Context: an optimization exercise on an open-source flow, tuned for small area. The choices shown serve that exercise and are no tape-out recipe.
In this exercise RTL edits were held to simulation tests only and were not proved equivalent to the original.

## run 1
==> flow/design.v <==
module tinyrf_enc (
    input  wire        clk,
    input  wire        rst,
    input  wire [9:0]  cfg_err,
    input  wire [7:0]  cfg_p,
    input  wire [3:0]  cfg_s,
    input  wire [3:0]  cfg_r,
    input  wire [10:0] cfg_tec,
    input  wire [7:0]  cfg_addr,
    input  wire        tx_start,
    input  wire [7:0]  tx_cmd,
    output reg         carrier,
    output wire        busy,
    output wire        fault_cfg,       
    output wire        fault_overlap    
);
    localparam ST_IDLE  = 3'd0;
    localparam ST_PRE   = 3'd1;
    localparam ST_START = 3'd2;
    localparam ST_DATA  = 3'd3;
    localparam ST_STOP  = 3'd4;
    reg [2:0]  st;
    reg [7:0]  cmd;      
    reg [10:0] x;        
    reg [1:0]  u;        
    reg [4:0]  ic;
    reg [3:0]  rc;       
    wire idle = (st == ST_IDLE);
    wire cfg_ok = (cfg_err != 10'd0) && (cfg_s != 4'd0) && (cfg_r != 4'd0) &&
                  (cfg_tec < {cfg_err, 1'b0});
    assign busy = !idle;
    wire req = tx_start && !rst;
    assign fault_cfg     = req && idle && !cfg_ok;
    assign fault_overlap = req && busy;
    wire [10:0] x1    = x + 11'd1;
    wire        xwrap = (x1 == {cfg_err, 1'b0});
    wire [4:0] ic1  = ic - 5'd1;
    wire       bor  = (ic[3:0] == 4'd0);
    wire [3:0] rc1  = rc - {3'd0, (st != ST_PRE) || bor};
    wire       last = (st == ST_PRE) ? ({rc, ic[3:0]} == 8'd1) : (ic == 5'd1);
    wire cur_bit = (ic1[4:3] == 2'd2) ? cfg_addr[ic1[2:0]] :
                   (ic1[4:3] == 2'd1) ? cmd[ic1[2:0]] : ~cmd[ic1[2:0]];
    reg [1:0] last_u;
    always @(*) begin
        case (st)
            ST_START: last_u = 2'd2;
            ST_DATA:  last_u = {1'b0, cur_bit};
            ST_STOP:  last_u = 2'd3;
            default:  last_u = 2'd0;
        endcase
    end
    wire seg_end = xwrap && (u == last_u);
    always @(posedge clk) begin
        if (rst) begin
            st      <= ST_IDLE;
            carrier <= 1'b0;
        end else if (idle) begin
            if (tx_start && cfg_ok) begin
                st      <= (cfg_p != 8'd0) ? ST_PRE : ST_START;
                carrier <= 1'b1;
            end
        end else if (seg_end) begin
            if (st == ST_STOP) begin
                if (rc == 4'd1) begin
                    st <= ST_IDLE;
                end else begin
                    st      <= ST_START;
                    carrier <= 1'b1;
                end
            end else if (carrier) begin
                carrier <= 1'b0;
            end else if (last && st == ST_DATA) begin
                st <= ST_STOP;
            end else begin
                if (last)
                    st <= (st == ST_PRE) ? ST_START : ST_DATA;
                carrier <= 1'b1;
            end
        end
    end
    always @(posedge clk) begin
        if (idle) begin
            cmd <= tx_cmd;
            x   <= 11'd0;
            u   <= 2'd0;
            if (cfg_p != 8'd0) begin
                rc <= cfg_p[7:4];
                ic <= {1'b0, cfg_p[3:0]};
            end else begin
                ic <= {1'b0, cfg_s};
                rc <= cfg_r;
            end
        end else if (!seg_end) begin
            x <= xwrap ? 11'd0 : x1;
            if (xwrap)
                u <= u + 2'd1;
        end else begin
            u <= 2'd0;
            x <= (st == ST_PRE && carrier) ? cfg_tec : 11'd0;
            if (st == ST_STOP) begin
                rc <= rc1;
                ic <= {1'b0, cfg_s};
            end else if (!carrier) begin
                if (!last) begin
                    ic <= ic1;
                    if (st == ST_PRE)
                        rc <= rc1;
                end else if (st == ST_PRE) begin
                    ic <= {1'b0, cfg_s};
                    rc <= cfg_r;
                end else begin
                    ic <= 5'd24;
                end
            end
        end
    end
endmodule
module tinyrf_dec (
    input  wire        clk,
    input  wire        rst,
    input  wire [9:0]  cfg_err,
    input  wire [3:0]  cfg_s,
    input  wire [7:0]  cfg_tries,
    input  wire        cfg_tries_inf,
    input  wire        cfg_tmo_ends,
    input  wire        rx_start,
    input  wire        rf_in,
    output wire        busy,
    output wire        done,
    output reg  [1:0]  result,
    output wire [7:0]  addr,
    output wire [7:0]  cmd,
    output wire [7:0]  inv,
    output wire        valid,
    output wire        fault_cfg,       
    output wire        fault_overlap    
);
    localparam ST_IDLE   = 2'd0;    
    localparam ST_AWAIT  = 2'd1;
    localparam ST_SYNCED = 2'd2;
    localparam ST_READ   = 2'd3;
    localparam RES_EMPTY      = 2'd0;
    localparam RES_FRAME      = 2'd1;
    localparam RES_INCOMPLETE = 2'd2;
    localparam RES_NOSTART    = 2'd3;
    reg [1:0]  st;
    reg        meas;      
    reg [9:0]  c;         
    reg [3:0]  u;         
    reg [23:0] acc;
    reg        rf_prev;   
    reg        inv_ok;    
    wire cfg_ok = (cfg_err != 10'd0) && (cfg_s != 4'd0);
    wire idle   = (st == ST_IDLE);
    wire await  = (st == ST_AWAIT);
    wire synced = (st == ST_SYNCED);
    wire rd     = (st == ST_READ);
    assign busy  = !idle;
    assign done  = idle && (result != RES_EMPTY);
    assign addr  = acc[23:16];
    assign cmd   = acc[15:8];
    assign inv   = acc[7:0];
    assign valid = (result == RES_FRAME) && inv_ok;
    wire req = rx_start && !rst;
    assign fault_cfg     = req && idle && !cfg_ok;
    assign fault_overlap = req && busy;
    wire accept = rx_start && cfg_ok;
    wire rise   = rf_in && !rf_prev;
    wire answer = meas && !rf_in;            
    wire pstart = (await || rd) && !meas && rise;   
    wire wrap   = (c == 10'd1);
    wire tmo_start = await  && !meas && !rise && (u == 4'd13) && wrap;
    wire guard_end = synced && (u == 4'd1) && wrap;
    wire tmo_bit   = rd     && !meas && !rise && (u == 4'd9) && wrap;
    wire budget_spent = !cfg_tries_inf && (acc[7:0] == 8'd0);
    wire in_band = ((u == 4'd4 && wrap) || u >= 4'd5) && (u <= 4'd6);
    wire bit_bad = (u == 4'd0 && !wrap) || (u >= 4'd5);
    wire bit_one = (u >= 4'd3);
    wire synced_now = await && !budget_spent && answer && in_band && (acc[11:8] == 4'd1);
    wire bit_ok     = rd && answer && !bit_bad;
    wire nostart    = await && (budget_spent || (tmo_start && cfg_tmo_ends));
    wire incomplete = tmo_bit || (rd && answer && bit_bad);
    wire frame      = bit_ok && acc[23];
    wire restart = idle || wrap || answer || pstart;
    always @(posedge clk) begin
        if (rst)
            rf_prev <= 1'b0;
        else
            rf_prev <= rf_in;
    end
    always @(posedge clk) begin
        c <= restart ? cfg_err : c - 10'd1;
        if (idle || answer || pstart || tmo_start || guard_end)
            u <= 4'd0;
        else if (wrap && u != 4'd15)
            u <= u + 4'd1;
        meas <= (await || rd) && (meas ? rf_in : rise);
    end
    always @(posedge clk) begin
        if (rst) begin
            st     <= ST_IDLE;
            result <= RES_EMPTY;
        end else begin
            if (idle && accept) begin
                st     <= ST_AWAIT;
                result <= RES_EMPTY;
            end
            if (synced_now)
                st <= ST_SYNCED;
            if (guard_end)
                st <= ST_READ;
            if (nostart) begin
                st     <= ST_IDLE;
                result <= RES_NOSTART;
            end
            if (incomplete) begin
                st     <= ST_IDLE;
                result <= RES_INCOMPLETE;
            end
            if (frame) begin
                st     <= ST_IDLE;
                result <= RES_FRAME;
            end
        end
    end
    always @(posedge clk) begin
        if (idle) begin
            if (accept)
                acc[11:0] <= {cfg_s, cfg_tries};
        end else if (await) begin
            if (answer || tmo_start)
                acc[7:0] <= acc[7:0] - 8'd1;
            if (answer && in_band)
                acc[11:8] <= acc[11:8] - 4'd1;
            else if (answer || tmo_start)
                acc[11:8] <= cfg_s;
        end else if (synced) begin
            acc    <= 24'd1;
            inv_ok <= 1'b1;
        end else if (bit_ok) begin
            acc <= {acc[22:0], bit_one};
            if (acc[23:16] != 8'd0)
                inv_ok <= inv_ok && (bit_one != acc[7]);
        end
    end
endmodule
module tinyrf_core (
    input  wire        clk,
    input  wire        rst,
    input  wire [9:0]  enc_err,
    input  wire [7:0]  enc_p,
    input  wire [3:0]  enc_s,
    input  wire [3:0]  enc_r,
    input  wire [10:0] enc_tec,
    input  wire [7:0]  enc_addr,
    input  wire [9:0]  dec_err,
    input  wire [3:0]  dec_s,
    input  wire [7:0]  dec_tries,
    input  wire        dec_tries_inf,
    input  wire        dec_tmo_ends,
    input  wire        tx_start,
    input  wire [7:0]  tx_cmd,
    output wire        tx_carrier,
    output wire        tx_busy,
    input  wire        rx_start,
    input  wire        rf_in,
    output wire        rx_busy,
    output wire        rx_done,
    output wire [1:0]  rx_result,
    output wire [7:0]  rx_addr,
    output wire [7:0]  rx_cmd,
    output wire [7:0]  rx_inv,
    output wire        rx_valid,
    output reg  [2:0]  faults
);
    wire enc_fault_cfg, enc_fault_overlap;
    wire dec_fault_cfg, dec_fault_overlap;
    tinyrf_enc u_enc (
        .clk           (clk),
        .rst           (rst),
        .cfg_err       (enc_err),
        .cfg_p         (enc_p),
        .cfg_s         (enc_s),
        .cfg_r         (enc_r),
        .cfg_tec       (enc_tec),
        .cfg_addr      (enc_addr),
        .tx_start      (tx_start),
        .tx_cmd        (tx_cmd),
        .carrier       (tx_carrier),
        .busy          (tx_busy),
        .fault_cfg     (enc_fault_cfg),
        .fault_overlap (enc_fault_overlap)
    );
    tinyrf_dec u_dec (
        .clk           (clk),
        .rst           (rst),
        .cfg_err       (dec_err),
        .cfg_s         (dec_s),
        .cfg_tries     (dec_tries),
        .cfg_tries_inf (dec_tries_inf),
        .cfg_tmo_ends  (dec_tmo_ends),
        .rx_start      (rx_start),
        .rf_in         (rf_in),
        .busy          (rx_busy),
        .done          (rx_done),
        .result        (rx_result),
        .addr          (rx_addr),
        .cmd           (rx_cmd),
        .inv           (rx_inv),
        .valid         (rx_valid),
        .fault_cfg     (dec_fault_cfg),
        .fault_overlap (dec_fault_overlap)
    );
    always @(posedge clk) begin
        if (rst) begin
            faults <= 3'b000;
        end else begin
            faults <= faults | {dec_fault_overlap, enc_fault_overlap,
                                enc_fault_cfg | dec_fault_cfg};
        end
    end
endmodule
export LEC_CHECK = 0
export CAP_MARGIN = 20
export CORE_MARGIN = 2
export CORE_UTILIZATION = 40
export PLACE_DENSITY = 0.6
export SLEW_MARGIN = 20
create_clock -name core_clock -period 10.0 [get_ports {clk}]
standard.sh (not shown) runs the stock make flow with config.mk's settings and CLKGATE_MAP_FILE= SYNTH_SCRIPT=/design/flow/synth_recipe.tcl, a recipe that flattens the netlist after the stock synthesis.
==> flow/flow/run.sh <==
#!/bin/bash
# Layout flow: the standard ORFS flow with three changes.
# - Synthesis is the standard flow's own script (synth_recipe.tcl and ORFS's synth.tcl),
#   except that ABC maps the logic with the area-oriented script area.abc in
#   place of ORFS's speed script. Registers are mapped before ABC runs, so
#   they come out the same as in the standard synthesis.
# - Every port gets the smallest buffer, sky130_fd_sc_hd__buf_1.
# - The clock tree uses sky130_fd_sc_hd__clkbuf_8 and no dummy loads.
# Each tool's log is in orfs/logs/; make's own output is in flow_make.log.
set -euo pipefail
cd "$(dirname "$0")/.."
work=$PWD

# ORFS's synth.tcl with the ABC script swapped right after its preamble sets it
sed "s|^source \$::env(SCRIPTS_DIR)/synth_preamble.tcl\$|&\nset abc_args [lreplace \$abc_args 1 1 $work/flow/area.abc]|" \
  "$FLOW_HOME/scripts/synth.tcl" > synth_area.tcl
grep -q "flow/area.abc" synth_area.tcl
# The standard flow's synthesis script, sourcing the copy above
sed "s|\$::env(SCRIPTS_DIR)/synth.tcl|$work/synth_area.tcl|" synth_recipe.tcl > synth_recipe_area.tcl
grep -q "synth_area.tcl" synth_recipe_area.tcl

bash standard.sh \
  "SYNTH_SCRIPT=$work/synth_recipe_area.tcl" \
  "BUFFER_PORTS_ARGS=-buffer_cell sky130_fd_sc_hd__buf_1" \
  "CTS_ARGS=-sink_clustering_enable -repair_clock_nets -buf_list sky130_fd_sc_hd__clkbuf_8 -sink_clustering_size 30 -dont_use_dummy_load" \
  finish > flow_make.log 2>&1
==> flow/flow/area.abc <==
strash
&get -n
&st
&syn2
&dch -f
&nf -R 1000 -p -F 8 -A 4
&put
topo
stime -c
buffer -c
upsize -c
dnsize -c
[inputs] run 2 vs run 1
==> flow/flow/run.sh <==
#!/bin/bash
# Layout flow: the standard ORFS flow (standard synthesis unchanged), with
# the smallest buffer on each port and a smaller clock tree without dummy loads.
set -euo pipefail
cd "$(dirname "$0")/.."
bash standard.sh \
  "BUFFER_PORTS_ARGS=-buffer_cell sky130_fd_sc_hd__buf_1" \
  "CTS_ARGS=-sink_clustering_enable -repair_clock_nets -buf_list sky130_fd_sc_hd__clkbuf_8 -dont_use_dummy_load" \
  finish > flow_make.log 2>&1
removed: flow/flow/area.abc
==> notes.md <==
No run among run 1 and run 2 stopped early or left any final violation; all are clean. Highest net fanout along the worst path on run 2 is up relative to run 1. Across both runs, number of antenna violations at the first check in global routing was lower for run 2 than for run 1. Cmp run 2 vs run 1: final instance area higher in run 2. Run 2 vs run 1: mean number of vias per cell up slightly. Against run 1, run 2 comes in 23% lower on final total power. Run 2 has sequential-to-total area share from yosys stat below what run 1 had.
For run 3, these inputs were changed with respect to run 2:
-- flow/flow/run.sh --
<<< run 2, line 2
# Layout flow: the standard ORFS flow (standard synthesis unchanged), with
# the smallest buffer on each port and a smaller clock tree without dummy loads.
>>> run 3, line 2
# Layout flow: the standard ORFS flow with three changes.
# - Synthesis is the standard flow's own script (synth_recipe.tcl and ORFS's synth.tcl),
#   except that ABC maps the logic with the area-oriented script area.abc in
#   place of ORFS's speed script. Registers are mapped before ABC runs, so
#   they come out the same as in the standard synthesis.
# - Every port gets the smallest buffer, sky130_fd_sc_hd__buf_1.
# - The clock tree uses sky130_fd_sc_hd__clkbuf_8 and no dummy loads.
# Each tool's log is in orfs/logs/; make's own output is in flow_make.log.
<<< run 2, line 6
>>> run 3, line 12
work=$PWD

# ORFS's synth.tcl with the ABC script swapped right after its preamble sets it
sed "s|^source \$::env(SCRIPTS_DIR)/synth_preamble.tcl\$|&\nset abc_args [lreplace \$abc_args 1 1 $work/flow/area.abc]|" \
  "$FLOW_HOME/scripts/synth.tcl" > synth_area.tcl
grep -q "flow/area.abc" synth_area.tcl
# The standard flow's synthesis script, sourcing the copy above
sed "s|\$::env(SCRIPTS_DIR)/synth.tcl|$work/synth_area.tcl|" synth_recipe.tcl > synth_recipe_area.tcl
grep -q "synth_area.tcl" synth_recipe_area.tcl

<<< run 2, line 7
>>> run 3, line 23
  "SYNTH_SCRIPT=$work/synth_recipe_area.tcl" \
==> flow/flow/area.abc (new file) <==
strash
&get -n
&st
&syn2
&dch -f
&nf -R 1000 -p -F 8 -A 4
&put
topo
stime -c
buffer -c
upsize -c
dnsize -c
--- outcome ---
- Run 3 vs. run 2: post-detailed-route wirelength per cell has increased, share of the clock period used by the worst path has increased, share of synthesized cell area in and, or, nand and nor gates has increased, post-detailed-routing wire length has decreased, hold slack has increased.
- Per the comparison of run 3 with run 2, clock network area share increased by 0.19 points relative to the old numbers, HPWL after detailed placement decreased by about 6% relative to the old numbers, worst slack after detailed placement decreased by 0.33 ns relative to the old numbers, number of antenna violations at the first check in global routing increased by 1 relative to the old numbers.

[afterwards: timing with drivers on the ports]
No port has a modelled driver above. Below, the same layouts with a new extraction and two added sets of constraints.
Step 1 assumes that a clkbuf_16 drives the clock port and a buf_2 every other input.
Step 2, shift: input delay + t, output delay - t, t = (earliest + latest rising clock arrival at the registers) / 2. This alone moves slack from input paths to output paths.
a / b / c = ideal ports / drivers / drivers and shift; a / b = the first two.
| run | shift t [ns] | setup WS [ns] | worst hold slack (ns) | worst setup path after step 2 | pins driven straight from the clock port |
|---|---|---|---|---|---|
| run 1 | 0.391 | 5.378 / 5.381 / 4.990 | 0.463 / 0.463 / 0.463 | input to register | 1 |
| run 2 | 0.382 | 5.688 / 5.653 / 5.354 | 0.452 / 0.452 / 0.452 | input to register | 1 |
| run 3 | 0.391 | 5.378 / 5.381 / 4.990 | 0.463 / 0.463 / 0.463 | input to register | 1 |
After both steps every run listed still meets setup and hold.
